Source: an optimization exercise on an open RTL-to-GDS flow (aim: small area, a short achievable clock period and few clock cycles). Production flows keep margins and buffers that such runs may drop. In this exercise RTL edits were held to simulation tests only and were not proved equivalent to the original. No activity file was given, so power comes from the tool's default toggle rates.

--- design/flow/constraint.sdc ---
create_clock -name core_clock -period 30.0 [get_ports {clk}]
set_input_delay 6.0000 -clock core_clock [delete_from_list [all_inputs] [get_ports {clk}]]
set_output_delay 6.0000 -clock core_clock [all_outputs]
set_load 0.01 [all_outputs]
--- design/flow/design.v ---
module dc_luma_p (
    input  wire [7:0]          r,
    input  wire [7:0]          g,
    output wire [22:0]         p            
);
    wire [8:0]  dr9 = {1'b0, r} - {1'b0, g};
    wire [22:0] u   = {15'd0, dr9[7:0]};
    assign p = (u << 14) - (u << 11) - (u << 9) + (u << 7) - (u << 4) - (u << 2) + u
             - (dr9[7] ? 23'd3566848 : 23'd0);        
endmodule
module dc_luma_t (
    input  wire [22:0] p,
    input  wire [7:0]  b,
    input  wire [7:0]  g,
    output wire [6:0]  t7
);
    wire [8:0]  db9 = {1'b0, b} - {1'b0, g};
    wire [22:0] u   = {15'd0, db9[7:0]};
    wire [22:0] t   = p + (u << 12) + (u << 9) + (u << 7) - (u << 2)
                    - (db9[7] ? 23'd1211392 : 23'd0);   
    assign t7 = t[22:16];
endmodule
module dc_luma_b (
    input  wire [7:0] g,
    input  wire [6:0] t7,
    output reg  [7:0] gv
);
    wire [7:0] l = g + {t7[6], t7};
    reg  [4:0] k;
    always @(*) begin
        case (l)
            8'd0: k = 5'd0;
            8'd1: k = 5'd0;
            8'd2: k = 5'd0;
            8'd3: k = 5'd0;
            8'd4: k = 5'd0;
            8'd5: k = 5'd0;
            8'd6: k = 5'd1;
            8'd7: k = 5'd1;
            8'd8: k = 5'd1;
            8'd9: k = 5'd1;
            8'd10: k = 5'd1;
            8'd11: k = 5'd1;
            8'd12: k = 5'd1;
            8'd13: k = 5'd1;
            8'd14: k = 5'd1;
            8'd15: k = 5'd1;
            8'd16: k = 5'd2;
            8'd17: k = 5'd2;
            8'd18: k = 5'd2;
            8'd19: k = 5'd2;
            8'd20: k = 5'd2;
            8'd21: k = 5'd2;
            8'd22: k = 5'd2;
            8'd23: k = 5'd2;
            8'd24: k = 5'd2;
            8'd25: k = 5'd2;
            8'd26: k = 5'd2;
            8'd27: k = 5'd3;
            8'd28: k = 5'd3;
            8'd29: k = 5'd3;
            8'd30: k = 5'd3;
            8'd31: k = 5'd3;
            8'd32: k = 5'd3;
            8'd33: k = 5'd3;
            8'd34: k = 5'd3;
            8'd35: k = 5'd3;
            8'd36: k = 5'd3;
            8'd37: k = 5'd3;
            8'd38: k = 5'd4;
            8'd39: k = 5'd4;
            8'd40: k = 5'd4;
            8'd41: k = 5'd4;
            8'd42: k = 5'd4;
            8'd43: k = 5'd4;
            8'd44: k = 5'd4;
            8'd45: k = 5'd4;
            8'd46: k = 5'd4;
            8'd47: k = 5'd4;
            8'd48: k = 5'd5;
            8'd49: k = 5'd5;
            8'd50: k = 5'd5;
            8'd51: k = 5'd5;
            8'd52: k = 5'd5;
            8'd53: k = 5'd5;
            8'd54: k = 5'd5;
            8'd55: k = 5'd5;
            8'd56: k = 5'd5;
            8'd57: k = 5'd5;
            8'd58: k = 5'd5;
            8'd59: k = 5'd6;
            8'd60: k = 5'd6;
            8'd61: k = 5'd6;
            8'd62: k = 5'd6;
            8'd63: k = 5'd6;
            8'd64: k = 5'd6;
            8'd65: k = 5'd6;
            8'd66: k = 5'd6;
            8'd67: k = 5'd6;
            8'd68: k = 5'd6;
            8'd69: k = 5'd6;
            8'd70: k = 5'd7;
            8'd71: k = 5'd7;
            8'd72: k = 5'd7;
            8'd73: k = 5'd7;
            8'd74: k = 5'd7;
            8'd75: k = 5'd7;
            8'd76: k = 5'd7;
            8'd77: k = 5'd7;
            8'd78: k = 5'd7;
            8'd79: k = 5'd7;
            8'd80: k = 5'd8;
            8'd81: k = 5'd8;
            8'd82: k = 5'd8;
            8'd83: k = 5'd8;
            8'd84: k = 5'd8;
            8'd85: k = 5'd8;
            8'd86: k = 5'd8;
            8'd87: k = 5'd8;
            8'd88: k = 5'd8;
            8'd89: k = 5'd8;
            8'd90: k = 5'd8;
            8'd91: k = 5'd9;
            8'd92: k = 5'd9;
            8'd93: k = 5'd9;
            8'd94: k = 5'd9;
            8'd95: k = 5'd9;
            8'd96: k = 5'd9;
            8'd97: k = 5'd9;
            8'd98: k = 5'd9;
            8'd99: k = 5'd9;
            8'd100: k = 5'd9;
            8'd101: k = 5'd10;
            8'd102: k = 5'd10;
            8'd103: k = 5'd10;
            8'd104: k = 5'd10;
            8'd105: k = 5'd10;
            8'd106: k = 5'd10;
            8'd107: k = 5'd10;
            8'd108: k = 5'd10;
            8'd109: k = 5'd10;
            8'd110: k = 5'd10;
            8'd111: k = 5'd10;
            8'd112: k = 5'd11;
            8'd113: k = 5'd11;
            8'd114: k = 5'd11;
            8'd115: k = 5'd11;
            8'd116: k = 5'd11;
            8'd117: k = 5'd11;
            8'd118: k = 5'd11;
            8'd119: k = 5'd11;
            8'd120: k = 5'd11;
            8'd121: k = 5'd11;
            8'd122: k = 5'd11;
            8'd123: k = 5'd12;
            8'd124: k = 5'd12;
            8'd125: k = 5'd12;
            8'd126: k = 5'd12;
            8'd127: k = 5'd12;
            8'd128: k = 5'd12;
            8'd129: k = 5'd12;
            8'd130: k = 5'd12;
            8'd131: k = 5'd12;
            8'd132: k = 5'd12;
            8'd133: k = 5'd13;
            8'd134: k = 5'd13;
            8'd135: k = 5'd13;
            8'd136: k = 5'd13;
            8'd137: k = 5'd13;
            8'd138: k = 5'd13;
            8'd139: k = 5'd13;
            8'd140: k = 5'd13;
            8'd141: k = 5'd13;
            8'd142: k = 5'd13;
            8'd143: k = 5'd13;
            8'd144: k = 5'd14;
            8'd145: k = 5'd14;
            8'd146: k = 5'd14;
            8'd147: k = 5'd14;
            8'd148: k = 5'd14;
            8'd149: k = 5'd14;
            8'd150: k = 5'd14;
            8'd151: k = 5'd14;
            8'd152: k = 5'd14;
            8'd153: k = 5'd14;
            8'd154: k = 5'd14;
            8'd155: k = 5'd15;
            8'd156: k = 5'd15;
            8'd157: k = 5'd15;
            8'd158: k = 5'd15;
            8'd159: k = 5'd15;
            8'd160: k = 5'd15;
            8'd161: k = 5'd15;
            8'd162: k = 5'd15;
            8'd163: k = 5'd15;
            8'd164: k = 5'd15;
            8'd165: k = 5'd16;
            8'd166: k = 5'd16;
            8'd167: k = 5'd16;
            8'd168: k = 5'd16;
            8'd169: k = 5'd16;
            8'd170: k = 5'd16;
            8'd171: k = 5'd16;
            8'd172: k = 5'd16;
            8'd173: k = 5'd16;
            8'd174: k = 5'd16;
            8'd175: k = 5'd16;
            8'd176: k = 5'd17;
            8'd177: k = 5'd17;
            8'd178: k = 5'd17;
            8'd179: k = 5'd17;
            8'd180: k = 5'd17;
            8'd181: k = 5'd17;
            8'd182: k = 5'd17;
            8'd183: k = 5'd17;
            8'd184: k = 5'd17;
            8'd185: k = 5'd17;
            8'd186: k = 5'd18;
            8'd187: k = 5'd18;
            8'd188: k = 5'd18;
            8'd189: k = 5'd18;
            8'd190: k = 5'd18;
            8'd191: k = 5'd18;
            8'd192: k = 5'd18;
            8'd193: k = 5'd18;
            8'd194: k = 5'd18;
            8'd195: k = 5'd18;
            8'd196: k = 5'd18;
            8'd197: k = 5'd19;
            8'd198: k = 5'd19;
            8'd199: k = 5'd19;
            8'd200: k = 5'd19;
            8'd201: k = 5'd19;
            8'd202: k = 5'd19;
            8'd203: k = 5'd19;
            8'd204: k = 5'd19;
            8'd205: k = 5'd19;
            8'd206: k = 5'd19;
            8'd207: k = 5'd19;
            8'd208: k = 5'd20;
            8'd209: k = 5'd20;
            8'd210: k = 5'd20;
            8'd211: k = 5'd20;
            8'd212: k = 5'd20;
            8'd213: k = 5'd20;
            8'd214: k = 5'd20;
            8'd215: k = 5'd20;
            8'd216: k = 5'd20;
            8'd217: k = 5'd20;
            8'd218: k = 5'd21;
            8'd219: k = 5'd21;
            8'd220: k = 5'd21;
            8'd221: k = 5'd21;
            8'd222: k = 5'd21;
            8'd223: k = 5'd21;
            8'd224: k = 5'd21;
            8'd225: k = 5'd21;
            8'd226: k = 5'd21;
            8'd227: k = 5'd21;
            8'd228: k = 5'd21;
            8'd229: k = 5'd22;
            8'd230: k = 5'd22;
            8'd231: k = 5'd22;
            8'd232: k = 5'd22;
            8'd233: k = 5'd22;
            8'd234: k = 5'd22;
            8'd235: k = 5'd22;
            8'd236: k = 5'd22;
            8'd237: k = 5'd22;
            8'd238: k = 5'd22;
            8'd239: k = 5'd22;
            8'd240: k = 5'd23;
            8'd241: k = 5'd23;
            8'd242: k = 5'd23;
            8'd243: k = 5'd23;
            8'd244: k = 5'd23;
            8'd245: k = 5'd23;
            8'd246: k = 5'd23;
            8'd247: k = 5'd23;
            8'd248: k = 5'd23;
            8'd249: k = 5'd23;
            8'd250: k = 5'd23;
            8'd251: k = 5'd23;
            8'd252: k = 5'd23;
            8'd253: k = 5'd23;
            8'd254: k = 5'd23;
            8'd255: k = 5'd23;
            default: k = 5'd23;
        endcase
    end
    always @(*) begin
        case (k)
            5'd0: gv = 8'd0;
            5'd1: gv = 8'd11;
            5'd2: gv = 8'd21;
            5'd3: gv = 8'd32;
            5'd4: gv = 8'd43;
            5'd5: gv = 8'd53;
            5'd6: gv = 8'd64;
            5'd7: gv = 8'd74;
            5'd8: gv = 8'd85;
            5'd9: gv = 8'd96;
            5'd10: gv = 8'd106;
            5'd11: gv = 8'd117;
            5'd12: gv = 8'd128;
            5'd13: gv = 8'd138;
            5'd14: gv = 8'd149;
            5'd15: gv = 8'd159;
            5'd16: gv = 8'd170;
            5'd17: gv = 8'd181;
            5'd18: gv = 8'd191;
            5'd19: gv = 8'd202;
            5'd20: gv = 8'd213;
            5'd21: gv = 8'd223;
            5'd22: gv = 8'd234;
            5'd23: gv = 8'd244;
            default: gv = 8'd244;
        endcase
    end
endmodule
module dc_gidx (
    input  wire [7:0] gv,
    output reg  [7:0] idx
);
    always @(*) begin
        case (gv)
            8'd0: idx = 8'd232;
            8'd11: idx = 8'd233;
            8'd21: idx = 8'd234;
            8'd32: idx = 8'd235;
            8'd43: idx = 8'd236;
            8'd53: idx = 8'd237;
            8'd64: idx = 8'd238;
            8'd74: idx = 8'd239;
            8'd85: idx = 8'd240;
            8'd96: idx = 8'd241;
            8'd106: idx = 8'd242;
            8'd117: idx = 8'd243;
            8'd128: idx = 8'd244;
            8'd138: idx = 8'd245;
            8'd149: idx = 8'd246;
            8'd159: idx = 8'd247;
            8'd170: idx = 8'd248;
            8'd181: idx = 8'd249;
            8'd191: idx = 8'd250;
            8'd202: idx = 8'd251;
            8'd213: idx = 8'd252;
            8'd223: idx = 8'd253;
            8'd234: idx = 8'd254;
            8'd244: idx = 8'd255;
            default: idx = 8'd255;
        endcase
    end
endmodule
module dc_cube (
    input  wire [7:0]  x,
    input  wire [1:0]  sel,
    output reg  [7:0]  w,
    output wire [9:0]  sq
);
    reg [12:0] t;
    always @(*) begin
        case (x)
            8'd0: t = 13'd0;
            8'd1: t = 13'd1;
            8'd2: t = 13'd4;
            8'd3: t = 13'd9;
            8'd4: t = 13'd16;
            8'd5: t = 13'd25;
            8'd6: t = 13'd36;
            8'd7: t = 13'd49;
            8'd8: t = 13'd64;
            8'd9: t = 13'd81;
            8'd10: t = 13'd100;
            8'd11: t = 13'd121;
            8'd12: t = 13'd144;
            8'd13: t = 13'd169;
            8'd14: t = 13'd196;
            8'd15: t = 13'd225;
            8'd16: t = 13'd256;
            8'd17: t = 13'd289;
            8'd18: t = 13'd324;
            8'd19: t = 13'd361;
            8'd20: t = 13'd400;
            8'd21: t = 13'd441;
            8'd22: t = 13'd484;
            8'd23: t = 13'd529;
            8'd24: t = 13'd576;
            8'd25: t = 13'd625;
            8'd26: t = 13'd1649;
            8'd27: t = 13'd1600;
            8'd28: t = 13'd1553;
            8'd29: t = 13'd1508;
            8'd30: t = 13'd1465;
            8'd31: t = 13'd1424;
            8'd32: t = 13'd1385;
            8'd33: t = 13'd1348;
            8'd34: t = 13'd1313;
            8'd35: t = 13'd1280;
            8'd36: t = 13'd1249;
            8'd37: t = 13'd1220;
            8'd38: t = 13'd1193;
            8'd39: t = 13'd1168;
            8'd40: t = 13'd1145;
            8'd41: t = 13'd1124;
            8'd42: t = 13'd1105;
            8'd43: t = 13'd1088;
            8'd44: t = 13'd1073;
            8'd45: t = 13'd1060;
            8'd46: t = 13'd1049;
            8'd47: t = 13'd1040;
            8'd48: t = 13'd1033;
            8'd49: t = 13'd1028;
            8'd50: t = 13'd1025;
            8'd51: t = 13'd1024;
            8'd52: t = 13'd1025;
            8'd53: t = 13'd1028;
            8'd54: t = 13'd1033;
            8'd55: t = 13'd1040;
            8'd56: t = 13'd1049;
            8'd57: t = 13'd1060;
            8'd58: t = 13'd1073;
            8'd59: t = 13'd1088;
            8'd60: t = 13'd1105;
            8'd61: t = 13'd1124;
            8'd62: t = 13'd1145;
            8'd63: t = 13'd1168;
            8'd64: t = 13'd1193;
            8'd65: t = 13'd1220;
            8'd66: t = 13'd1249;
            8'd67: t = 13'd1280;
            8'd68: t = 13'd1313;
            8'd69: t = 13'd1348;
            8'd70: t = 13'd1385;
            8'd71: t = 13'd1424;
            8'd72: t = 13'd1465;
            8'd73: t = 13'd1508;
            8'd74: t = 13'd1553;
            8'd75: t = 13'd1600;
            8'd76: t = 13'd1649;
            8'd77: t = 13'd2673;
            8'd78: t = 13'd2624;
            8'd79: t = 13'd2577;
            8'd80: t = 13'd2532;
            8'd81: t = 13'd2489;
            8'd82: t = 13'd2448;
            8'd83: t = 13'd2409;
            8'd84: t = 13'd2372;
            8'd85: t = 13'd2337;
            8'd86: t = 13'd2304;
            8'd87: t = 13'd2273;
            8'd88: t = 13'd2244;
            8'd89: t = 13'd2217;
            8'd90: t = 13'd2192;
            8'd91: t = 13'd2169;
            8'd92: t = 13'd2148;
            8'd93: t = 13'd2129;
            8'd94: t = 13'd2112;
            8'd95: t = 13'd2097;
            8'd96: t = 13'd2084;
            8'd97: t = 13'd2073;
            8'd98: t = 13'd2064;
            8'd99: t = 13'd2057;
            8'd100: t = 13'd2052;
            8'd101: t = 13'd2049;
            8'd102: t = 13'd2048;
            8'd103: t = 13'd2049;
            8'd104: t = 13'd2052;
            8'd105: t = 13'd2057;
            8'd106: t = 13'd2064;
            8'd107: t = 13'd2073;
            8'd108: t = 13'd2084;
            8'd109: t = 13'd2097;
            8'd110: t = 13'd2112;
            8'd111: t = 13'd2129;
            8'd112: t = 13'd2148;
            8'd113: t = 13'd2169;
            8'd114: t = 13'd2192;
            8'd115: t = 13'd2217;
            8'd116: t = 13'd2244;
            8'd117: t = 13'd2273;
            8'd118: t = 13'd2304;
            8'd119: t = 13'd2337;
            8'd120: t = 13'd2372;
            8'd121: t = 13'd2409;
            8'd122: t = 13'd2448;
            8'd123: t = 13'd2489;
            8'd124: t = 13'd2532;
            8'd125: t = 13'd2577;
            8'd126: t = 13'd2624;
            8'd127: t = 13'd2673;
            8'd128: t = 13'd3697;
            8'd129: t = 13'd3648;
            8'd130: t = 13'd3601;
            8'd131: t = 13'd3556;
            8'd132: t = 13'd3513;
            8'd133: t = 13'd3472;
            8'd134: t = 13'd3433;
            8'd135: t = 13'd3396;
            8'd136: t = 13'd3361;
            8'd137: t = 13'd3328;
            8'd138: t = 13'd3297;
            8'd139: t = 13'd3268;
            8'd140: t = 13'd3241;
            8'd141: t = 13'd3216;
            8'd142: t = 13'd3193;
            8'd143: t = 13'd3172;
            8'd144: t = 13'd3153;
            8'd145: t = 13'd3136;
            8'd146: t = 13'd3121;
            8'd147: t = 13'd3108;
            8'd148: t = 13'd3097;
            8'd149: t = 13'd3088;
            8'd150: t = 13'd3081;
            8'd151: t = 13'd3076;
            8'd152: t = 13'd3073;
            8'd153: t = 13'd3072;
            8'd154: t = 13'd3073;
            8'd155: t = 13'd3076;
            8'd156: t = 13'd3081;
            8'd157: t = 13'd3088;
            8'd158: t = 13'd3097;
            8'd159: t = 13'd3108;
            8'd160: t = 13'd3121;
            8'd161: t = 13'd3136;
            8'd162: t = 13'd3153;
            8'd163: t = 13'd3172;
            8'd164: t = 13'd3193;
            8'd165: t = 13'd3216;
            8'd166: t = 13'd3241;
            8'd167: t = 13'd3268;
            8'd168: t = 13'd3297;
            8'd169: t = 13'd3328;
            8'd170: t = 13'd3361;
            8'd171: t = 13'd3396;
            8'd172: t = 13'd3433;
            8'd173: t = 13'd3472;
            8'd174: t = 13'd3513;
            8'd175: t = 13'd3556;
            8'd176: t = 13'd3601;
            8'd177: t = 13'd3648;
            8'd178: t = 13'd3697;
            8'd179: t = 13'd4721;
            8'd180: t = 13'd4672;
            8'd181: t = 13'd4625;
            8'd182: t = 13'd4580;
            8'd183: t = 13'd4537;
            8'd184: t = 13'd4496;
            8'd185: t = 13'd4457;
            8'd186: t = 13'd4420;
            8'd187: t = 13'd4385;
            8'd188: t = 13'd4352;
            8'd189: t = 13'd4321;
            8'd190: t = 13'd4292;
            8'd191: t = 13'd4265;
            8'd192: t = 13'd4240;
            8'd193: t = 13'd4217;
            8'd194: t = 13'd4196;
            8'd195: t = 13'd4177;
            8'd196: t = 13'd4160;
            8'd197: t = 13'd4145;
            8'd198: t = 13'd4132;
            8'd199: t = 13'd4121;
            8'd200: t = 13'd4112;
            8'd201: t = 13'd4105;
            8'd202: t = 13'd4100;
            8'd203: t = 13'd4097;
            8'd204: t = 13'd4096;
            8'd205: t = 13'd4097;
            8'd206: t = 13'd4100;
            8'd207: t = 13'd4105;
            8'd208: t = 13'd4112;
            8'd209: t = 13'd4121;
            8'd210: t = 13'd4132;
            8'd211: t = 13'd4145;
            8'd212: t = 13'd4160;
            8'd213: t = 13'd4177;
            8'd214: t = 13'd4196;
            8'd215: t = 13'd4217;
            8'd216: t = 13'd4240;
            8'd217: t = 13'd4265;
            8'd218: t = 13'd4292;
            8'd219: t = 13'd4321;
            8'd220: t = 13'd4352;
            8'd221: t = 13'd4385;
            8'd222: t = 13'd4420;
            8'd223: t = 13'd4457;
            8'd224: t = 13'd4496;
            8'd225: t = 13'd4537;
            8'd226: t = 13'd4580;
            8'd227: t = 13'd4625;
            8'd228: t = 13'd4672;
            8'd229: t = 13'd4721;
            8'd230: t = 13'd5745;
            8'd231: t = 13'd5696;
            8'd232: t = 13'd5649;
            8'd233: t = 13'd5604;
            8'd234: t = 13'd5561;
            8'd235: t = 13'd5520;
            8'd236: t = 13'd5481;
            8'd237: t = 13'd5444;
            8'd238: t = 13'd5409;
            8'd239: t = 13'd5376;
            8'd240: t = 13'd5345;
            8'd241: t = 13'd5316;
            8'd242: t = 13'd5289;
            8'd243: t = 13'd5264;
            8'd244: t = 13'd5241;
            8'd245: t = 13'd5220;
            8'd246: t = 13'd5201;
            8'd247: t = 13'd5184;
            8'd248: t = 13'd5169;
            8'd249: t = 13'd5156;
            8'd250: t = 13'd5145;
            8'd251: t = 13'd5136;
            8'd252: t = 13'd5129;
            8'd253: t = 13'd5124;
            8'd254: t = 13'd5121;
            8'd255: t = 13'd5120;
            default: t = 13'd0;
        endcase
    end
    wire [2:0] l = t[12:10];
    assign sq = t[9:0];
    always @(*) begin
        case (sel)
            2'd2:    w = {3'd0, l, 2'b00} + {l, 5'b00000};        
            2'd3:    w = {4'd0, l, 1'b0} + {3'd0, l, 2'b00};      
            default: w = {5'd0, l};                               
        endcase
    end
endmodule
module dc_gray (
    input  wire [7:0]  x,
    input  wire [7:0]  gv,
    output wire [5:0]  m6,
    output wire        far
);
    wire [7:0] up = x - gv;
    wire [7:0] dn = gv - x;
    wire [7:0] m  = (x >= gv) ? up : dn;
    assign far = (m > 8'd43);
    assign m6  = m[5:0];
endmodule
module dc_div4 (
    input  wire [3:0] x,
    input  wire [7:0] n,
    output wire [3:0] q,
    output wire [3:0] r
);
    reg [7:0] qr;
    always @(*) begin
        case ({x, n[3:0]})
            8'd0: qr = 8'd0;
            8'd1: qr = 8'd0;
            8'd2: qr = 8'd0;
            8'd3: qr = 8'd0;
            8'd4: qr = 8'd0;
            8'd5: qr = 8'd0;
            8'd6: qr = 8'd0;
            8'd7: qr = 8'd0;
            8'd8: qr = 8'd0;
            8'd9: qr = 8'd0;
            8'd10: qr = 8'd0;
            8'd11: qr = 8'd0;
            8'd12: qr = 8'd0;
            8'd13: qr = 8'd0;
            8'd14: qr = 8'd0;
            8'd15: qr = 8'd0;
            8'd16: qr = 8'd0;
            8'd17: qr = 8'd16;
            8'd18: qr = 8'd1;
            8'd19: qr = 8'd1;
            8'd20: qr = 8'd1;
            8'd21: qr = 8'd1;
            8'd22: qr = 8'd1;
            8'd23: qr = 8'd1;
            8'd24: qr = 8'd1;
            8'd25: qr = 8'd1;
            8'd26: qr = 8'd1;
            8'd27: qr = 8'd1;
            8'd28: qr = 8'd1;
            8'd29: qr = 8'd1;
            8'd30: qr = 8'd1;
            8'd31: qr = 8'd1;
            8'd32: qr = 8'd0;
            8'd33: qr = 8'd32;
            8'd34: qr = 8'd16;
            8'd35: qr = 8'd2;
            8'd36: qr = 8'd2;
            8'd37: qr = 8'd2;
            8'd38: qr = 8'd2;
            8'd39: qr = 8'd2;
            8'd40: qr = 8'd2;
            8'd41: qr = 8'd2;
            8'd42: qr = 8'd2;
            8'd43: qr = 8'd2;
            8'd44: qr = 8'd2;
            8'd45: qr = 8'd2;
            8'd46: qr = 8'd2;
            8'd47: qr = 8'd2;
            8'd48: qr = 8'd0;
            8'd49: qr = 8'd48;
            8'd50: qr = 8'd17;
            8'd51: qr = 8'd16;
            8'd52: qr = 8'd3;
            8'd53: qr = 8'd3;
            8'd54: qr = 8'd3;
            8'd55: qr = 8'd3;
            8'd56: qr = 8'd3;
            8'd57: qr = 8'd3;
            8'd58: qr = 8'd3;
            8'd59: qr = 8'd3;
            8'd60: qr = 8'd3;
            8'd61: qr = 8'd3;
            8'd62: qr = 8'd3;
            8'd63: qr = 8'd3;
            8'd64: qr = 8'd0;
            8'd65: qr = 8'd64;
            8'd66: qr = 8'd32;
            8'd67: qr = 8'd17;
            8'd68: qr = 8'd16;
            8'd69: qr = 8'd4;
            8'd70: qr = 8'd4;
            8'd71: qr = 8'd4;
            8'd72: qr = 8'd4;
            8'd73: qr = 8'd4;
            8'd74: qr = 8'd4;
            8'd75: qr = 8'd4;
            8'd76: qr = 8'd4;
            8'd77: qr = 8'd4;
            8'd78: qr = 8'd4;
            8'd79: qr = 8'd4;
            8'd80: qr = 8'd0;
            8'd81: qr = 8'd80;
            8'd82: qr = 8'd33;
            8'd83: qr = 8'd18;
            8'd84: qr = 8'd17;
            8'd85: qr = 8'd16;
            8'd86: qr = 8'd5;
            8'd87: qr = 8'd5;
            8'd88: qr = 8'd5;
            8'd89: qr = 8'd5;
            8'd90: qr = 8'd5;
            8'd91: qr = 8'd5;
            8'd92: qr = 8'd5;
            8'd93: qr = 8'd5;
            8'd94: qr = 8'd5;
            8'd95: qr = 8'd5;
            8'd96: qr = 8'd0;
            8'd97: qr = 8'd96;
            8'd98: qr = 8'd48;
            8'd99: qr = 8'd32;
            8'd100: qr = 8'd18;
            8'd101: qr = 8'd17;
            8'd102: qr = 8'd16;
            8'd103: qr = 8'd6;
            8'd104: qr = 8'd6;
            8'd105: qr = 8'd6;
            8'd106: qr = 8'd6;
            8'd107: qr = 8'd6;
            8'd108: qr = 8'd6;
            8'd109: qr = 8'd6;
            8'd110: qr = 8'd6;
            8'd111: qr = 8'd6;
            8'd112: qr = 8'd0;
            8'd113: qr = 8'd112;
            8'd114: qr = 8'd49;
            8'd115: qr = 8'd33;
            8'd116: qr = 8'd19;
            8'd117: qr = 8'd18;
            8'd118: qr = 8'd17;
            8'd119: qr = 8'd16;
            8'd120: qr = 8'd7;
            8'd121: qr = 8'd7;
            8'd122: qr = 8'd7;
            8'd123: qr = 8'd7;
            8'd124: qr = 8'd7;
            8'd125: qr = 8'd7;
            8'd126: qr = 8'd7;
            8'd127: qr = 8'd7;
            8'd128: qr = 8'd0;
            8'd129: qr = 8'd128;
            8'd130: qr = 8'd64;
            8'd131: qr = 8'd34;
            8'd132: qr = 8'd32;
            8'd133: qr = 8'd19;
            8'd134: qr = 8'd18;
            8'd135: qr = 8'd17;
            8'd136: qr = 8'd16;
            8'd137: qr = 8'd8;
            8'd138: qr = 8'd8;
            8'd139: qr = 8'd8;
            8'd140: qr = 8'd8;
            8'd141: qr = 8'd8;
            8'd142: qr = 8'd8;
            8'd143: qr = 8'd8;
            8'd144: qr = 8'd0;
            8'd145: qr = 8'd144;
            8'd146: qr = 8'd65;
            8'd147: qr = 8'd48;
            8'd148: qr = 8'd33;
            8'd149: qr = 8'd20;
            8'd150: qr = 8'd19;
            8'd151: qr = 8'd18;
            8'd152: qr = 8'd17;
            8'd153: qr = 8'd16;
            8'd154: qr = 8'd9;
            8'd155: qr = 8'd9;
            8'd156: qr = 8'd9;
            8'd157: qr = 8'd9;
            8'd158: qr = 8'd9;
            8'd159: qr = 8'd9;
            8'd160: qr = 8'd0;
            8'd161: qr = 8'd160;
            8'd162: qr = 8'd80;
            8'd163: qr = 8'd49;
            8'd164: qr = 8'd34;
            8'd165: qr = 8'd32;
            8'd166: qr = 8'd20;
            8'd167: qr = 8'd19;
            8'd168: qr = 8'd18;
            8'd169: qr = 8'd17;
            8'd170: qr = 8'd16;
            8'd171: qr = 8'd10;
            8'd172: qr = 8'd10;
            8'd173: qr = 8'd10;
            8'd174: qr = 8'd10;
            8'd175: qr = 8'd10;
            8'd176: qr = 8'd0;
            8'd177: qr = 8'd176;
            8'd178: qr = 8'd81;
            8'd179: qr = 8'd50;
            8'd180: qr = 8'd35;
            8'd181: qr = 8'd33;
            8'd182: qr = 8'd21;
            8'd183: qr = 8'd20;
            8'd184: qr = 8'd19;
            8'd185: qr = 8'd18;
            8'd186: qr = 8'd17;
            8'd187: qr = 8'd16;
            8'd188: qr = 8'd11;
            8'd189: qr = 8'd11;
            8'd190: qr = 8'd11;
            8'd191: qr = 8'd11;
            8'd192: qr = 8'd0;
            8'd193: qr = 8'd192;
            8'd194: qr = 8'd96;
            8'd195: qr = 8'd64;
            8'd196: qr = 8'd48;
            8'd197: qr = 8'd34;
            8'd198: qr = 8'd32;
            8'd199: qr = 8'd21;
            8'd200: qr = 8'd20;
            8'd201: qr = 8'd19;
            8'd202: qr = 8'd18;
            8'd203: qr = 8'd17;
            8'd204: qr = 8'd16;
            8'd205: qr = 8'd12;
            8'd206: qr = 8'd12;
            8'd207: qr = 8'd12;
            8'd208: qr = 8'd0;
            8'd209: qr = 8'd208;
            8'd210: qr = 8'd97;
            8'd211: qr = 8'd65;
            8'd212: qr = 8'd49;
            8'd213: qr = 8'd35;
            8'd214: qr = 8'd33;
            8'd215: qr = 8'd22;
            8'd216: qr = 8'd21;
            8'd217: qr = 8'd20;
            8'd218: qr = 8'd19;
            8'd219: qr = 8'd18;
            8'd220: qr = 8'd17;
            8'd221: qr = 8'd16;
            8'd222: qr = 8'd13;
            8'd223: qr = 8'd13;
            8'd224: qr = 8'd0;
            8'd225: qr = 8'd224;
            8'd226: qr = 8'd112;
            8'd227: qr = 8'd66;
            8'd228: qr = 8'd50;
            8'd229: qr = 8'd36;
            8'd230: qr = 8'd34;
            8'd231: qr = 8'd32;
            8'd232: qr = 8'd22;
            8'd233: qr = 8'd21;
            8'd234: qr = 8'd20;
            8'd235: qr = 8'd19;
            8'd236: qr = 8'd18;
            8'd237: qr = 8'd17;
            8'd238: qr = 8'd16;
            8'd239: qr = 8'd14;
            8'd240: qr = 8'd0;
            8'd241: qr = 8'd240;
            8'd242: qr = 8'd113;
            8'd243: qr = 8'd80;
            8'd244: qr = 8'd51;
            8'd245: qr = 8'd48;
            8'd246: qr = 8'd35;
            8'd247: qr = 8'd33;
            8'd248: qr = 8'd23;
            8'd249: qr = 8'd22;
            8'd250: qr = 8'd21;
            8'd251: qr = 8'd20;
            8'd252: qr = 8'd19;
            8'd253: qr = 8'd18;
            8'd254: qr = 8'd17;
            8'd255: qr = 8'd16;
            default: qr = 8'd0;
        endcase
    end
    wire big = |n[7:4];
    assign q = big ? 4'd0 : qr[7:4];
    assign r = big ? x    : qr[3:0];
endmodule
module dither_core (
    input  wire        clk,
    input  wire        rst,           
    input  wire        start,         
    input  wire [1:0]  op,            
    input  wire [15:0] width,
    input  wire [15:0] height,
    input  wire [15:0] stride,
    input  wire [15:0] src_base,
    input  wire [15:0] dbuf_base,
    input  wire [7:0]  qstep,
    input  wire        dout,
    output reg         busy,
    output reg         done,          
    output reg  [2:0]  err_code,      
    output reg         mem_req,
    output reg         mem_we,
    output reg  [15:0] mem_addr,
    output reg  [7:0]  mem_wdata,
    input  wire [7:0]  mem_rdata
);
    localparam S_IDLE = 3'd0;
    localparam S_LOOP = 3'd1;
    localparam S_XTRA = 3'd2;
    localparam S_EVAL = 3'd3;
    localparam S_LG   = 3'd4;
    localparam S_MAP  = 3'd5;
    localparam S_DTH  = 3'd6;
    localparam S_CMP  = 3'd7;
    reg [2:0]  state;
    reg [1:0]  ph;            
    reg [1:0]  opr;
    reg [15:0] wr;            
    reg [15:0] st;            
    reg [7:0]  nq;            
    reg        dq;            
    reg [15:0] hc;            
    reg [15:0] cc;            
    reg [15:0] pa, pb;        
    reg        pa16, pb16, ov1, ov2;
    reg        first, drain;
    reg [1:0]  cl;            
    reg        pw, pw2;       
    reg        nf;            
    reg        near;          
    reg [7:0]  curv;          
    reg [7:0]  ob;            
    reg [7:0]  b1, b2;        
    reg [7:0]  rq;            
    reg [7:0]  qq;            
    reg [7:0]  e;             
    reg signed [6:0] t7s;     
    reg [7:0]  gvr;           
    reg [7:0]  xb;            
    wire is_map  = (opr == 2'd1);
    wire is_dth  = (opr == 2'd2);
    wire fast    = |wr[15:2];
    wire lastrow = (hc == 16'd1);
    wire row_full = (cc == wr);
    wire more_pix = !(row_full && lastrow);
    wire idle    = (state == S_IDLE);
    wire accept  = idle && start;
    reg         p_bsel;       
    reg  [16:0] pa_op;
    reg  [16:0] pb_op;
    wire [16:0] pa_base = p_bsel ? {1'b0, mem_addr} : {pa16, pa};
    wire [16:0] pb_base = p_bsel ? {1'b0, mem_addr} : {pb16, pb};
    wire [17:0] pa_sum  = {1'b0, pa_base} + {1'b0, pa_op};
    wire [17:0] pb_sum  = {1'b0, pb_base} + {1'b0, pb_op};
    wire [22:0] luma_p;
    wire [6:0] luma_t7;
    wire [7:0] luma_gv;
    wire [7:0] gray_idx;
    dc_luma_p u_luma_p (.r(ob), .g(curv), .p(luma_p));
    dc_luma_t u_luma_t (.p({qq[6:0], b1, b2}), .b(curv), .g(ob), .t7(luma_t7));
    dc_luma_b u_luma_b (.g(ob), .t7(qq[6:0]), .gv(luma_gv));
    dc_gidx   u_gidx   (.gv(gvr), .idx(gray_idx));
    wire [7:0]  cube_w;
    wire [9:0]  cube_sq;
    wire [5:0]  gray_m;
    wire        gray_far;
    dc_cube u_cube (.x(xb), .sel(ph), .w(cube_w), .sq(cube_sq));
    dc_gray u_gray (.x(xb), .gv(gvr), .m6(gray_m), .far(gray_far));
    reg  [10:0] dcr;          
    reg  [12:0] dgr;          
    reg  [5:0]  gdr;          
    reg         gfar;         
    wire [11:0] gsq     = gdr * gdr;
    wire [10:0] dc_n    = ((ph == 2'd2) ? 11'd0 : dcr) + {1'b0, cube_sq};
    wire [7:0]  ci_n    = ((ph == 2'd2) ? 8'd16 : e) + cube_w;
    wire [12:0] dg_n    = ((ph == 2'd3) ? 13'd0 : dgr) + {1'b0, gsq};
    wire        near_n  = ((ph == 2'd3) | near) & ~gfar;
    wire        gray_win = near && (dgr < {2'b00, dcr});
    wire       es   = e[7];
    wire [6:0] em   = e[6:0];
    wire [9:0] em5  = {1'b0, em, 2'b00} + {3'b000, em};
    wire [8:0] em3  = {1'b0, em, 1'b0} + {2'b00, em};
    function [7:0] satadd;
        input [7:0] x;
        input       neg;
        input [5:0] t;
        reg   [9:0] s;
        begin
            s = {2'b00, x} + ({4'b0000, t} ^ {10{neg}}) + {9'd0, neg};
            if (s[9])      satadd = 8'd0;
            else if (s[8]) satadd = 8'd255;
            else           satadd = s[7:0];
        end
    endfunction
    wire a1  = cl[1] & ~pw;
    wire rb0 = fast & nf & (cl == 2'd1);
    wire rb1 = fast & nf & (cl == 2'd2);
    wire m7  = a1;
    wire m1  = a1;
    wire m5  = (cl[1] & ~pw2) | rb0;
    wire m3  = ((cl == 2'd3) & ~pw2) | rb0;
    wire wb  = ((cl == 2'd3) & ~lastrow) | rb0 | rb1;
    wire [6:0] t7u  = m7 ? t7s : 7'd0;
    wire [9:0] olds = {2'b00, curv} + {{3{t7u[6]}}, t7u};
    wire [7:0] old  = olds[9] ? 8'd0 : (olds[8] ? 8'd255 : olds[7:0]);
    wire [7:0] nb2w = satadd(b2,   es, m3 ? {1'b0, em3[8:4]} : 6'd0);
    wire [7:0] nb2  = satadd(b1,   es, m5 ? em5[9:4] : 6'd0);
    wire [7:0] nb1  = satadd(ob,   es, m1 ? {3'b000, em[6:4]} : 6'd0);
    wire [3:0] d0_q, d0_r;
    dc_div4 u_div4 (.x(old[7:4]), .n(nq), .q(d0_q), .r(d0_r));
    reg  [1:0] dv_bits;
    reg  [7:0] dv_r;
    reg  [1:0] dv_q;
    reg  [8:0] dv_t;
    reg  [9:0] dv_s;
    integer    j;
    always @(*) begin
        dv_bits = (ph == 2'd1) ? curv[3:2] : curv[1:0];
        dv_r = rq;
        for (j = 1; j >= 0; j = j - 1) begin
            dv_t = {dv_r, dv_bits[j]};
            dv_s = {1'b0, dv_t} - {2'b00, nq};
            dv_q[j] = ~dv_s[9];
            dv_r = dv_s[9] ? dv_t[7:0] : dv_s[7:0];
        end
    end
    wire [9:0]  rd_s   = {1'b0, rq, 1'b0} - {2'b00, nq};
    wire        up     = ~rd_s[9];
    wire [7:0]  nmr    = nq - rq;                        
    wire [6:0]  err_m  = up ? nmr[6:0] : rq[6:0];
    wire [7:0]  q_n    = qq + {7'd0, up};
    wire [8:0]  qn     = {1'b0, curv} + ({2'b00, err_m} ^ {9{~up}}) + {8'd0, ~up};
    wire [7:0]  out_n  = dq ? ((up & qn[8]) ? 8'd255 : qn[7:0]) : q_n;
    wire [9:0]  t7m    = {err_m, 3'b000} - {3'b000, err_m};
    wire [6:0]  t7n    = up ? (7'd0 - {1'b0, t7m[9:4]}) : {1'b0, t7m[9:4]};
    wire [15:0] src_s  = {b1, b2};
    wire [15:0] dbuf_s = mem_addr;
    wire e1_big = ov1 | (pa16 & |pa);
    wire e2_big = ov2 | (pb16 & |pb);
    wire src_lt = first;
    wire dbf_lt = drain;
    reg [2:0] chk;
    always @(*) begin
        if (opr == 2'd3)                                       chk = 3'd1;
        else if (is_dth && nq == 8'd0)                         chk = 3'd3;
        else if (wr == 16'd0 || hc == 16'd0 ||
                 (!is_dth && src_lt && dbf_lt))                chk = 3'd7;
        else if (e1_big || (!is_dth && e2_big))                chk = 3'd6;
        else                                                   chk = 3'd0;
    end
    reg        pa_en, pb_en, ma_en, ma_pb;
    reg        req_n, we_n, req_en;
    reg        cc_en;  reg [1:0] cc_sel;      
    reg        hc_dec;
    reg        st_en;  reg [1:0] st_sel;      
    reg        wd_en;  reg [1:0] wd_sel;      
    reg        fin;                           
    reg        err_en;
    reg  [2:0] state_n; reg [1:0] ph_n;
    reg        ov_en;
    always @(*) begin
        p_bsel  = 1'b0;
        pa_op   = 17'h1ffff;                     
        pb_op   = 17'h1ffff;                     
        pa_en = 1'b0; pb_en = 1'b0; ma_en = 1'b0; ma_pb = 1'b0;
        req_n = 1'b0; we_n = 1'b0; req_en = 1'b0;
        cc_en = 1'b0; cc_sel = 2'd0; hc_dec = 1'b0;
        st_en = 1'b0; st_sel = 2'd0;
        wd_en = 1'b0; wd_sel = 2'd0;
        fin = 1'b0; err_en = 1'b0; ov_en = 1'b0;
        state_n = state; ph_n = ph;
        case (state)
            S_IDLE: begin
                req_en = 1'b1;
                if (start) state_n = S_LOOP;
            end
            S_LOOP: begin
                pa_op = {1'b0, wr};
                pb_op = first ? (is_map ? {wr, 1'b0} : {1'b0, wr}) : {1'b0, st};
                if (hc != 16'd0) begin
                    pa_en = 1'b1; pb_en = ~is_dth; ov_en = 1'b1;
                    cc_en = 1'b1;
                end
                if (cc == hc) begin
                    st_en = 1'b1; st_sel = {1'b0, is_map};
                end
                if (cc == hc || hc == 16'd0)
                    state_n = is_map ? S_XTRA : S_CMP;
            end
            S_XTRA: begin
                pb_op = {1'b0, wr};
                pb_en = 1'b1; ov_en = 1'b1;
                st_en = 1'b1; st_sel = 2'd0;
                state_n = S_CMP;
            end
            S_CMP: begin
                pa_op = ~{1'b0, src_s};
                pb_op = ~{1'b0, dbuf_s};
                st_en = is_map; st_sel = 2'd3;
                state_n = S_EVAL;
            end
            S_EVAL: begin
                req_en = 1'b1;
                if (chk != 3'd0) begin
                    fin = 1'b1; err_en = 1'b1;
                    state_n = S_IDLE;
                end else begin
                    err_en = 1'b1;
                    st_en = 1'b1; st_sel = 2'd2;
                    req_n = 1'b1; we_n = 1'b0;
                    pb_en = 1'b1; ma_en = 1'b1; ma_pb = 1'b1;
                    cc_en = 1'b1;
                    if (is_dth) begin
                        p_bsel  = 1'b1;
                        pa_op   = 17'h1fffe;             
                        pb_op   = {1'b0, wr};            
                        pa_en   = 1'b1;
                        cc_sel  = 2'd2;
                        ph_n    = 2'd1;
                        state_n = S_DTH;
                    end else begin
                        if (is_map) pb_op = 17'h1fffd;   
                        cc_sel  = 2'd1;
                        ph_n    = 2'd0;
                        state_n = (opr == 2'd0) ? S_LG : S_MAP;
                    end
                end
            end
            S_LG: begin
                req_en = 1'b1;
                pb_op  = row_full ? {1'b1, st} : 17'h1ffff;
                if (ph == 2'd0) begin
                    ph_n = 2'd1;
                    if (!first) begin
                        req_n = 1'b1; we_n = 1'b1;
                        pa_en = 1'b1; ma_en = 1'b1;
                    end
                end else if (drain) begin
                    fin = 1'b1;
                    state_n = S_IDLE;
                end else begin
                    wd_en = 1'b1; wd_sel = 2'd0;
                    if (more_pix) begin
                        ph_n  = 2'd0;
                        req_n = 1'b1;
                        pb_en = 1'b1; ma_en = 1'b1; ma_pb = 1'b1;
                        cc_en = 1'b1; cc_sel = row_full ? 2'd1 : 2'd0;
                        hc_dec = row_full;
                    end else begin
                        req_n = 1'b1; we_n = 1'b1;
                        pa_en = 1'b1; ma_en = 1'b1;
                    end
                end
            end
            S_MAP: begin
                req_en = 1'b1;
                pb_op  = (ph == 2'd3) ? (row_full ? {1'b1, st} : 17'h1fffb) : 17'd1;
                case (ph)
                    2'd0: begin
                        ph_n  = 2'd1;
                        if (!drain) begin
                            req_n = 1'b1;
                            pb_en = 1'b1; ma_en = 1'b1; ma_pb = 1'b1;
                        end
                    end
                    2'd1: begin
                        wd_en = 1'b1; wd_sel = 2'd1;
                        ph_n  = 2'd2;
                        if (!drain) begin
                            req_n = 1'b1;
                            pb_en = 1'b1; ma_en = 1'b1; ma_pb = 1'b1;
                        end
                    end
                    2'd2: begin
                        wd_en = ~gray_win; wd_sel = 2'd0;
                        ph_n = 2'd3;
                        if (cl == 2'd2 || (drain && pw)) begin
                            req_n = 1'b1; we_n = 1'b1;
                            pa_en = 1'b1; ma_en = 1'b1;
                        end
                    end
                    default: begin
                        ph_n = 2'd0;
                        if (drain && pw) begin
                            fin = 1'b1;
                            state_n = S_IDLE;
                        end else if (!drain && more_pix) begin
                            req_n = 1'b1;
                            pb_en = 1'b1; ma_en = 1'b1; ma_pb = 1'b1;
                            cc_en = 1'b1; cc_sel = row_full ? 2'd1 : 2'd0;
                            hc_dec = row_full;
                        end
                    end
                endcase
            end
            S_DTH: begin
                req_en = 1'b1;
                case (ph)
                    2'd0: begin
                        pb_op = (cl == 2'd0) ? 17'd1 : 17'd4;
                        wd_en = 1'b1; wd_sel = 2'd2;
                        if (lastrow && pw && !pw2) begin
                            fin = 1'b1;
                            state_n = S_IDLE;
                        end else begin
                            ph_n  = 2'd1;
                            req_n = 1'b1;
                            pb_en = 1'b1; ma_en = 1'b1; ma_pb = 1'b1;
                        end
                    end
                    2'd1: begin
                        pa_op = 17'd2;
                        ph_n  = 2'd2;
                        req_n = 1'b1;
                        pa_en = 1'b1; ma_en = 1'b1;
                    end
                    2'd2: begin
                        pb_op = 17'h1fffd;               
                        ph_n  = 2'd3;
                        req_n = wb; we_n = 1'b1;
                        pb_en = 1'b1; ma_en = 1'b1; ma_pb = 1'b1;
                    end
                    default: begin
                        pa_op = (pw2 & ~lastrow) ? 17'h1fffc : 17'h1ffff;
                        wd_en = 1'b1; wd_sel = 2'd3;
                        ph_n  = 2'd0;
                        req_n = (cl != 2'd0) & ~pw; we_n = 1'b1;
                        pa_en = 1'b1; ma_en = 1'b1;
                        cc_en = 1'b1;
                        if (fast && row_full && !pw && !lastrow) begin
                            cc_sel = 2'd1; hc_dec = 1'b1;
                        end else if (pw2 && !lastrow) begin
                            cc_sel = 2'd2; hc_dec = 1'b1;
                        end
                    end
                endcase
            end
            default: state_n = S_IDLE;
        endcase
    end
    always @(posedge clk) begin
        if (rst) begin
            state   <= S_IDLE;
            busy    <= 1'b0;
            done    <= 1'b0;
            mem_req <= 1'b0;
        end else begin
            state <= state_n;
            done  <= fin;
            if (accept)      busy <= 1'b1;
            else if (fin)    busy <= 1'b0;
            if (req_en)      mem_req <= req_n;
        end
    end
    always @(posedge clk) begin
        ph <= ph_n;
        if (req_en) mem_we <= we_n;
        if (err_en) err_code <= chk;
        if (idle) begin
            opr <= op;
            wr  <= width;
            nq  <= qstep;
            dq  <= dout;
        end
        if (idle)       pa <= dbuf_base;
        else if (pa_en)   pa <= pa_sum[15:0];
        if (idle)       pb <= src_base;
        else if (pb_en)   pb <= pb_sum[15:0];
        if (idle)       mem_addr <= dbuf_base;
        else if (ma_en)   mem_addr <= ma_pb ? pb_sum[15:0] : pa_sum[15:0];
        if (idle) begin
            pa16 <= 1'b0; pb16 <= 1'b0; ov1 <= 1'b0; ov2 <= 1'b0;
        end else if (ov_en) begin
            if (pa_en) begin pa16 <= pa_sum[16]; ov1 <= ov1 | pa_sum[17]; end
            if (pb_en) begin pb16 <= pb_sum[16]; ov2 <= ov2 | pb_sum[17]; end
        end
        if (idle)       st <= stride;
        else if (st_en) begin
            if (st_sel == 2'd2) st <= ~st;
            else                st <= st - (st_sel[1] ? 16'hfffc : st_sel[0] ? {wr[14:0], 1'b0} : wr);
        end
        if (idle)       hc <= height;
        else if (hc_dec)  hc <= hc - 16'd1;
        if (idle)       cc <= 16'd1;
        else if (cc_en) begin
            case (cc_sel)
                2'd0:    cc <= cc + 16'd1;
                2'd1:    cc <= 16'd1;
                default: cc <= 16'd0;
            endcase
        end
        if (wd_en) begin
            case (wd_sel)
                2'd0:    mem_wdata <= (state == S_MAP) ? e : mem_rdata;
                2'd1:    mem_wdata <= gray_idx;
                2'd2:    mem_wdata <= nb2w;
                default: mem_wdata <= out_n;
            endcase
        end
        if (idle)                              first <= 1'b1;
        else if (state == S_LOOP)                first <= 1'b0;
        else if (state == S_CMP)                 first <= ov1 | pa_sum[17];
        else if (state == S_EVAL)                first <= 1'b1;
        else if (state == S_LG && ph == 2'd1)    first <= 1'b0;
        if (state == S_CMP) begin
            drain <= ov2 | pb_sum[17];
        end else if (state == S_EVAL) begin
            drain <= 1'b0; cl <= 2'd0; pw <= 1'b0; pw2 <= 1'b0; nf <= 1'b0;
        end else if (state == S_LG) begin
            if (ph == 2'd1 && !more_pix) drain <= 1'b1;
        end else if (state == S_MAP) begin
            if (ph == 2'd3) begin
                if (cl != 2'd2) cl <= cl + 2'd1;
                if (drain)      pw <= 1'b1;
                if (!more_pix)  drain <= 1'b1;
            end
        end else if (state == S_DTH && ph == 2'd3) begin
            if (fast && row_full && !pw && !lastrow) begin
                cl <= 2'd1; nf <= 1'b1;
            end else if (pw2 && !lastrow) begin
                cl <= 2'd0; pw <= 1'b0; pw2 <= 1'b0; nf <= 1'b1;
            end else begin
                if (cl != 2'd3) cl <= cl + 2'd1;
                if (row_full)   pw <= 1'b1;
                if (pw)         pw2 <= 1'b1;
            end
        end
        if (state == S_DTH) begin
            case (ph)
                2'd0: begin
                    curv <= old;
                    b2   <= nb2;
                    b1   <= nb1;
                end
                2'd2: ob <= mem_rdata;
                2'd3: begin
                    curv <= mem_rdata;
                    e    <= {up, err_m};
                    t7s  <= t7n;
                end
                default: ;
            endcase
            case (ph)
                2'd0: begin
                    rq <= {4'd0, d0_r};
                    qq <= {qq[3:0], d0_q};
                end
                2'd1, 2'd2: begin
                    rq <= dv_r;
                    qq <= {qq[5:0], dv_q};
                end
                default: ;
            endcase
        end else if (state == S_MAP) begin
            gdr  <= gray_m;
            gfar <= gray_far;
            if (ph != 2'd1) begin
                dcr <= dc_n;
                e   <= ci_n;
            end
            if (ph != 2'd2) begin
                dgr  <= dg_n;
                near <= near_n;
            end
            case (ph)
                2'd0: qq[6:0] <= luma_t7;
                2'd1: gvr     <= luma_gv;
                2'd3: {qq[6:0], b1, b2} <= luma_p;
                default: ;
            endcase
            if (ph != 2'd0) begin
                curv <= mem_rdata;
                ob   <= curv;
                rq   <= ob;
                xb   <= rq;
            end
        end else if (idle) begin
            {b1, b2} <= src_base;
        end
    end
endmodule
--- design/flow/config.mk ---
export PLATFORM = sky130hd
export DESIGN_NAME = dither_core
export DESIGN_NICKNAME = dither_core
export VERILOG_FILES = /design/flow/design.v
export SDC_FILE = /design/flow/constraint.sdc
export NUM_CORES = 4
export LEC_CHECK = 0
export CAP_MARGIN = 20
export CORE_MARGIN = 2
export CORE_UTILIZATION = 40
export SLEW_MARGIN = 20
--- design/flow/run.sh ---
#!/bin/bash
# synth_recipe.tcl (not shown) runs the flow's synth.tcl, then flattens the netlist and writes it again
# the make line also repeats each setting of config.mk as NAME=value (left out here)
make -C /OpenROAD-flow-scripts/flow DESIGN_CONFIG=/design/flow/config.mk WORK_HOME=/design/flow/orfs CLKGATE_MAP_FILE= SYNTH_SCRIPT=/design/flow/synth_recipe.tcl finish
==> flow_metrics.tcl, run 1 <==
set metrics [dict create \
    status "no timing/DRC/antenna violations" \
    vias 29020 \
    total_power_mw 3.826 \
    cts_buffer_depth 3 \
    max-vdd-ir-drop_uv 54.28 \
    cellPowerDensity_nw_per_um2 108.2 \
    ys_types 105 \
    initial_core_util 0.4038 \
    syn_inst 3833 \
    path_class "reg2out" \
    worst-path-buf-inv 1 \
    tns_ns 0 \
    crit_required_ns 24.00 \
    pin_count 133 \
    cts_resized 0 \
    syn_avg_cell_area_um2 8.308 \
    netlist.area_leader.share 0.2225 \
    cts_htree_levels 2 \
    drc 0 \
    crit_path_top_delay_cell "clkdlybuf4s50_1" \
    grt_use_total 0.2476 \
    drv_slew 0 \
    crit_family "buffers and inverters" \
    hp-start "ov1" \
    grt_pass1_wl_um 160100 \
    cts_tree "done" \
    setup_viol 0 \
    core_area_um2 78870 \
    regToRegStartpoint "curv[1]" \
    firstDrtPassIters 6 \
    synth.most_common_cell "ha_1" \
    skew_ns 0.04796 \
    syn_nets 4394 \
    drt-met1-wl_um 46090 \
    fmax_ghz 0.1294 \
    wirelength_um 103800 \
    critPathLaunch "mem_addr[3]" \
    worstMarginPinSlew_ns 1.088 \
    num_rows 103 \
    wl_per_cell_um 20.97 \
    fin_crit_sh 0.2576 \
    critPathLaunchType "register" \
    first_global_vias 27510 \
    clk_pin_slew_ns 0.06 \
    synthTopCellsByCount "381 x ha_1, 373 x nand2_1, 336 x nor2_1" \
    portBuffers 132 \
    max_cap_viol_count 0 \
    wl_met3_um 8289 \
    place.gp.congestion 0.9469 \
    ys.warnings.count 5 \
    cts_buffers 37 \
    antenna_found_initial 5 \
    p_leak_nw 14.93 \
    wl_met2_um 45820 \
    grt_setup_unrepaired "false" \
    cp-end-kind "primary output" \
    ant_nets 0 \
    synth.area.top_cells "edfxtp_1 22%, ha_1 15%, a21oi_1 4.9%, fa_1 4.9%, nand2_1 4.4%" \
    synth.largest_area_cell "edfxtp_1" \
    synth.ff_latch_count 275 \
    finalCriticalPeriod_ns 7.729 \
    cts.sinks 275 \
    hold_buffers 0 \
    nets 4433 \
    cts_setup_buffers 0 \
    drtIter0Drc 2672 \
    yosysSeqAreaShare 0.2471 \
    place_hpwl_um 79100 \
    grt_max_degree 69 \
    drive_gt1_frac 0.05900 \
    synth_edf_count 236 \
    worstPathCellList "clkdlybuf4s50_1" \
    clk_latency_ns 0.59 \
    top_layer "met5" \
    fp.dieW_um 286.2 \
    finalHoldViolations 0 \
    critPathArrivalTime_ns 1.73 \
    syn2layout_area_growth_pct 11.05 \
    die_area_um2 81880 \
    relSlewSlack 0.2556 \
    cts-root-buf "clkbuf_16" \
    cp_max_fo 4 \
    die_h_um 286.2 \
    critPathMaxStageDelay_ns 0.60 \
    synth-async-reset-ratio 0 \
    synth_top_flop_cell "edfxtp_1" \
    hp-class "reg2reg" \
    netlist_area_um2 31840 \
    overflow 0 \
    via_per_inst 5.861 \
]
flip-flops by register name (all words and copies together), names as in the netlist, 7 cells and up:
signal,count
mem_wdata,8
st,16
hc,16
ob,8
b1,8
u_cube.t,12
t7s,7
e,8
nq,8
pa,16
dgr,13
rq,8
cc,16
qq,8
b2,8
dcr,11
curv,8
wr,16
pb,16
mem_addr,16
xb,8
cell usage in the layout, fill, tap and decap left out, drive strengths merged, types with 30 or more instances in the layout:
| cell type | instances |
|---|---|
| xnor2 | 160 |
| a21o | 75 |
| mux2 | 58 |
| o21bai | 30 |
| a31oi | 39 |
| edfxtp | 236 |
| buf | 55 |
| mux2i | 53 |
| dfxtp | 39 |
| nor2 | 336 |
| inv | 320 |
| nand2 | 373 |
| a21oi | 313 |
| o21ai | 255 |
| clkdlybuf4s50 | 132 |
| a211oi | 65 |
| clkbuf | 46 |
| xor2 | 99 |
| ha | 381 |
| nor2b | 48 |
| fa | 78 |
| nor4 | 34 |
| nand3 | 92 |
| o22ai | 35 |
| nand2b | 41 |
| nor3 | 88 |
per-stage QoR:
| stage | hold slack, ns | std cells | utilization | cell area [um2] | setup slack [ns] |
|---|---|---|---|---|---|
| final | 0.4722 | 4951 | 0.4484 | 35360 | 22.27 |
| after floorplan | 0.4386 | 3833 | - | 31840 | 22.90 |
| after global placement | 0.4565 | 4883 | 0.4338 | 34220 | 22.10 |
| after detailed placement | 0.4592 | 4883 | 0.4339 | 34220 | 22.11 |
| after CTS | 0.4689 | 4948 | 0.4481 | 35350 | 22.26 |
| after global routing | 0.4898 | 4948 | 0.4483 | 35360 | 22.05 |
path summary, 6_finish.rpt:
check	to	slack, ns	cells past startpoint
worst max-delay path	mem_addr[3]	22.27	1
worst min-delay path	ov1	0.47	2
worst max register to register	qq[4]	22.64	23
worst min register to register	ov1	0.47	2
area by class of cell:
cell class / instances / area (um2)
Fill cell: 7951 / 43510
Multi-Input combinational cell: 3054 / 22120
Sequential cell: 275 / 7869
Timing Repair Buffer: 187 / 1734
Tap cell: 1050 / 1314
Inverter: 317 / 1192
Clock buffer: 46 / 979.7
Clock inverter: 19 / 143.9
Antenna cell: 3 / 7.507
metal layers:
layer / global-route usage / vias to the layer above
met3: 0.04141 / 197
met1: 0.3408 / 13810
met2: 0.3950 / 1134
met5: 0 / -
li1: - / 13870
met4: 0.07958 / 8
cells by family (layout without fill, tap and decap cells):
kind of cell	after synthesis	in the layout	synth area share
simple gates	1146	1146	0.1666
buf+inv	504	569	0.06055
flops	275	275	0.2471
mux	112	112	0.03788
compound gates	1076	1076	0.2171
other cells	0	3	0
fa+ha+maj	461	461	0.1994
xor+xnor	259	259	0.07147
power breakdown:
group          total (mW)  internal (mW)  switching, mW  leakage (nW)
clock               0.431          0.242          0.189         0.554
combinational        2.64           1.08           1.56          11.8
sequential          0.756          0.603          0.153          2.60
Testbench counts, summed over its fixed seeds: cycles 97,441.
==> inputs of run 2 (changes only) <==
--- a/design/flow/config.mk
+++ b/design/flow/config.mk
@@ -7,5 +7,5 @@
 export LEC_CHECK = 0
-export CAP_MARGIN = 20
+export CAP_MARGIN = 0
 export CORE_MARGIN = 2
 export CORE_UTILIZATION = 40
-export SLEW_MARGIN = 20
+export SLEW_MARGIN = 0
==> flow_metrics.tcl, run 2 <==
set metrics [dict create \
    status "no timing/DRC/antenna violations" \
    wirelength_um 103800 \
    syn_avg_cell_area_um2 8.308 \
    hp-start "ov1" \
    cts_htree_levels 2 \
    final_cell_mix "380 x ha_1, 373 x nand2_1, 333 x nor2_1, 309 x inv_1, 308 x a21oi_1" \
    synth_edf_count 236 \
    cp-end-kind "primary output" \
    reg2reg_depth 23 \
    cp.depth 1 \
    multiInputGateArea_um2 22110 \
    die_area_um2 81880 \
    synthTopCellsByCount "381 x ha_1, 373 x nand2_1, 336 x nor2_1" \
    comb_power_share 0.690 \
    firstDrtPassIters 6 \
    hold_buffers 0 \
    num_rows 103 \
    nets 4433 \
    via_per_inst 5.830 \
    grt_setup_unrepaired "false" \
    ys.warnings.count 5 \
    clkPwrFrac 0.112 \
    critPathArrivalTime_ns 1.71 \
    drtIter0Drc 2622 \
    wl_per_cell_um 20.98 \
    grt_max_degree 69 \
    drv_slew 0 \
    regToRegStartpoint "curv[1]" \
    max-vdd-ir-drop_uv 54.11 \
    fp.dieW_um 286.2 \
    initial_core_util 0.4038 \
    crit_path_top_delay_cell "clkdlybuf4s50_1" \
    worst-path-buf-inv 1 \
    critPathMaxStageDelay_ns 0.60 \
    synth.area.top_cells "edfxtp_1 22%, ha_1 15%, a21oi_1 4.9%, fa_1 4.9%, nand2_1 4.4%" \
    worstPathCellList "clkdlybuf4s50_1" \
    vias 28860 \
    setup_viol 0 \
    synth-async-reset-ratio 0 \
    synth.ff_latch_count 275 \
    total_power_mw 3.826 \
    relSlewSlack 0.1569 \
    r2r_slack_ns 22.64 \
    fin_cells 4950 \
    cellPowerDensity_nw_per_um2 108.3 \
    fin_crit_sh 0.2570 \
    cts-root-buf "clkbuf_16" \
    p_int_mw 1.926 \
    clk_pin_slew_ns 0.06 \
    pin_count 133 \
    fmax_ghz 0.1297 \
    drive_gt1_frac 0.05849 \
    final_common_cell "ha_1" \
    cts_buffers 37 \
    netlist_area_um2 31840 \
    cts_resized 0 \
    cts_setup_buffers 0 \
    skew_ns 0.04832 \
    worstMarginPinSlew_ns 1.265 \
    overflow 0 \
    place.gp.congestion 0.9469 \
    p_sw_mw 1.900 \
    synth.most_common_cell "ha_1" \
    grt_pass1_wl_um 160100 \
    min_to "ov1" \
    finalCriticalPeriod_ns 7.709 \
    fill_cells 7962 \
    drc 0 \
    p_leak_nw 14.93 \
    p_seq_frac 0.198 \
    hp-class "reg2reg" \
    synth.largest_area_cell "edfxtp_1" \
    path_class "reg2out" \
    syn_inst 3833 \
    ys_types 105 \
    cts_tree "done" \
    seqCellArea_um2 7869 \
    first_global_vias 27490 \
    cts.sinks 275 \
    die_h_um 286.2 \
    critPathLaunchType "register" \
    syn_nets 4394 \
    clk_latency_ns 0.59 \
    tns_ns 0 \
    grt_use_total 0.2474 \
    max_cap_viol_count 0 \
    crit_family "buffers and inverters" \
    whs_path_depth 2 \
    yosysSeqAreaShare 0.2471 \
    antenna_found_initial 5 \
    portBuffers 132 \
    ant_nets 0 \
    finalHoldViolations 0 \
    syn2layout_area_growth_pct 11.00 \
    switching_share 0.4966 \
    place_hpwl_um 79120 \
    synth_top_flop_cell "edfxtp_1" \
    r2r-end "qq[4]" \
    netlist.area_leader.share 0.2225 \
    crit_required_ns 24.00 \
    core_area_um2 78870 \
    cp_max_fo 4 \
    cts_buffer_depth 3 \
    dp_cells 4883 \
]
run 2: cell count changes in the layout (fill, tap and decap cells not counted):
cell,previous run,this run
o21ai_1,26,27
a21oi_2,6,5
a211oi_4,1,0
a21oi_1,307,308
diode_2,3,2
o21ai_2,3,2
a211oi_2,1,2
run 2: cells by family after synthesis:
| family | count (synthesis) | synth area share |
|---|---|---|
| AND/OR/NAND/NOR | 1146 | 0.1666 |
| AO/OA/AOI/OAI | 1076 | 0.2171 |
| buffers and inverters | 504 | 0.06055 |
| adder cells (fa/ha/maj) | 461 | 0.1994 |
| flip-flops | 275 | 0.2471 |
| XOR/XNOR | 259 | 0.07147 |
| multiplexers | 112 | 0.03788 |
run 2: power groups by stage:
stage | sequential (mW) | clock [mW] | combinational, mW
after floorplan | 0.682 | 0 | 1.96
after global placement | 0.758 | 0 | 2.58
after detailed placement | 0.757 | 0 | 2.60
after CTS | 0.752 | 0.437 | 2.62
after global routing | 0.766 | 0.451 | 2.95
final | 0.757 | 0.429 | 2.64
run 2: layout make-up:
cell class                      instances  area share
Inverter                              317     0.03373
Tap cell                             1050     0.03717
Clock buffer                           46     0.02772
Multi-Input combinational cell       3054      0.6255
Antenna cell                            2   0.0001416
Sequential cell                       275      0.2226
Timing Repair Buffer                  187     0.04906
Clock inverter                         19    0.004071
run 2: per-layer routing:
| layer | routed length, um | vias to the layer above | track usage |
|---|---|---|---|
| met5 | 49 | - | 0 |
| met4 | 3414 | 8 | 0.07971 |
| met3 | 8106 | 183 | 0.04261 |
| met2 | 45960 | 1131 | 0.3937 |
| met1 | 46310 | 13670 | 0.3406 |
| li1 | - | 13870 | - |
run 2: tightest hold or removal path, delay by kind of cell (launching register included):
kind	cells	cell delay, ns
AO/OA/AOI/OAI	1	0.05
buffers and inverters	1	0.05
flip-flops	1	0.33
run 2: worst max-delay path by stage:
stage	from	to	slack, ns
after floorplan	start	state[2]	22.90
after global placement	start	state[2]	22.10
after detailed placement	start	state[2]	22.11
after CTS	mem_addr[3]	mem_addr[3]	22.26
after global routing	curv[1]	qq[4]	22.07
final	mem_addr[3]	mem_addr[3]	22.29
run 2: metrics by stage:
stage	hold slack [ns]	utilization	instance area, um2	setup WS, ns
after floorplan	0.4386	-	31840	22.90
after global placement	0.4565	0.4338	34220	22.10
after detailed placement	0.4592	0.4338	34220	22.11
after CTS	0.4689	0.4481	35340	22.26
after global routing	0.4896	0.4481	35340	22.07
final	0.4780	0.4482	35350	22.29

==> re-timing with driven ports <==
In the flow no input, the clock included, has a driving cell. The finished layouts below were timed again as built, in two steps.
Step 1, drivers: a clkbuf_16 drives clk and a buf_2 each remaining input, both assumed.
Step 2, shift: input delay + t, output delay - t, t = (earliest + latest rising clock arrival at the registers) / 2. This alone moves slack from input paths to output paths.
a / b / c = ideal ports / drivers / drivers and shift; a / b = the first two.
run | shift t [ns] | slack for setup (ns) | worst hold slack (ns)
run 1 | 0.630 | 22.271 / 22.212 / 22.122 | 0.472 / 0.472 / 0.472
run 2 | 0.627 | 22.291 / 22.231 / 22.125 | 0.478 / 0.478 / 0.478
After both steps every run listed still meets setup and hold. The setup slack of run 2, which loses most, moves by -0.060 ns with the drivers and by -0.166 ns with both steps.
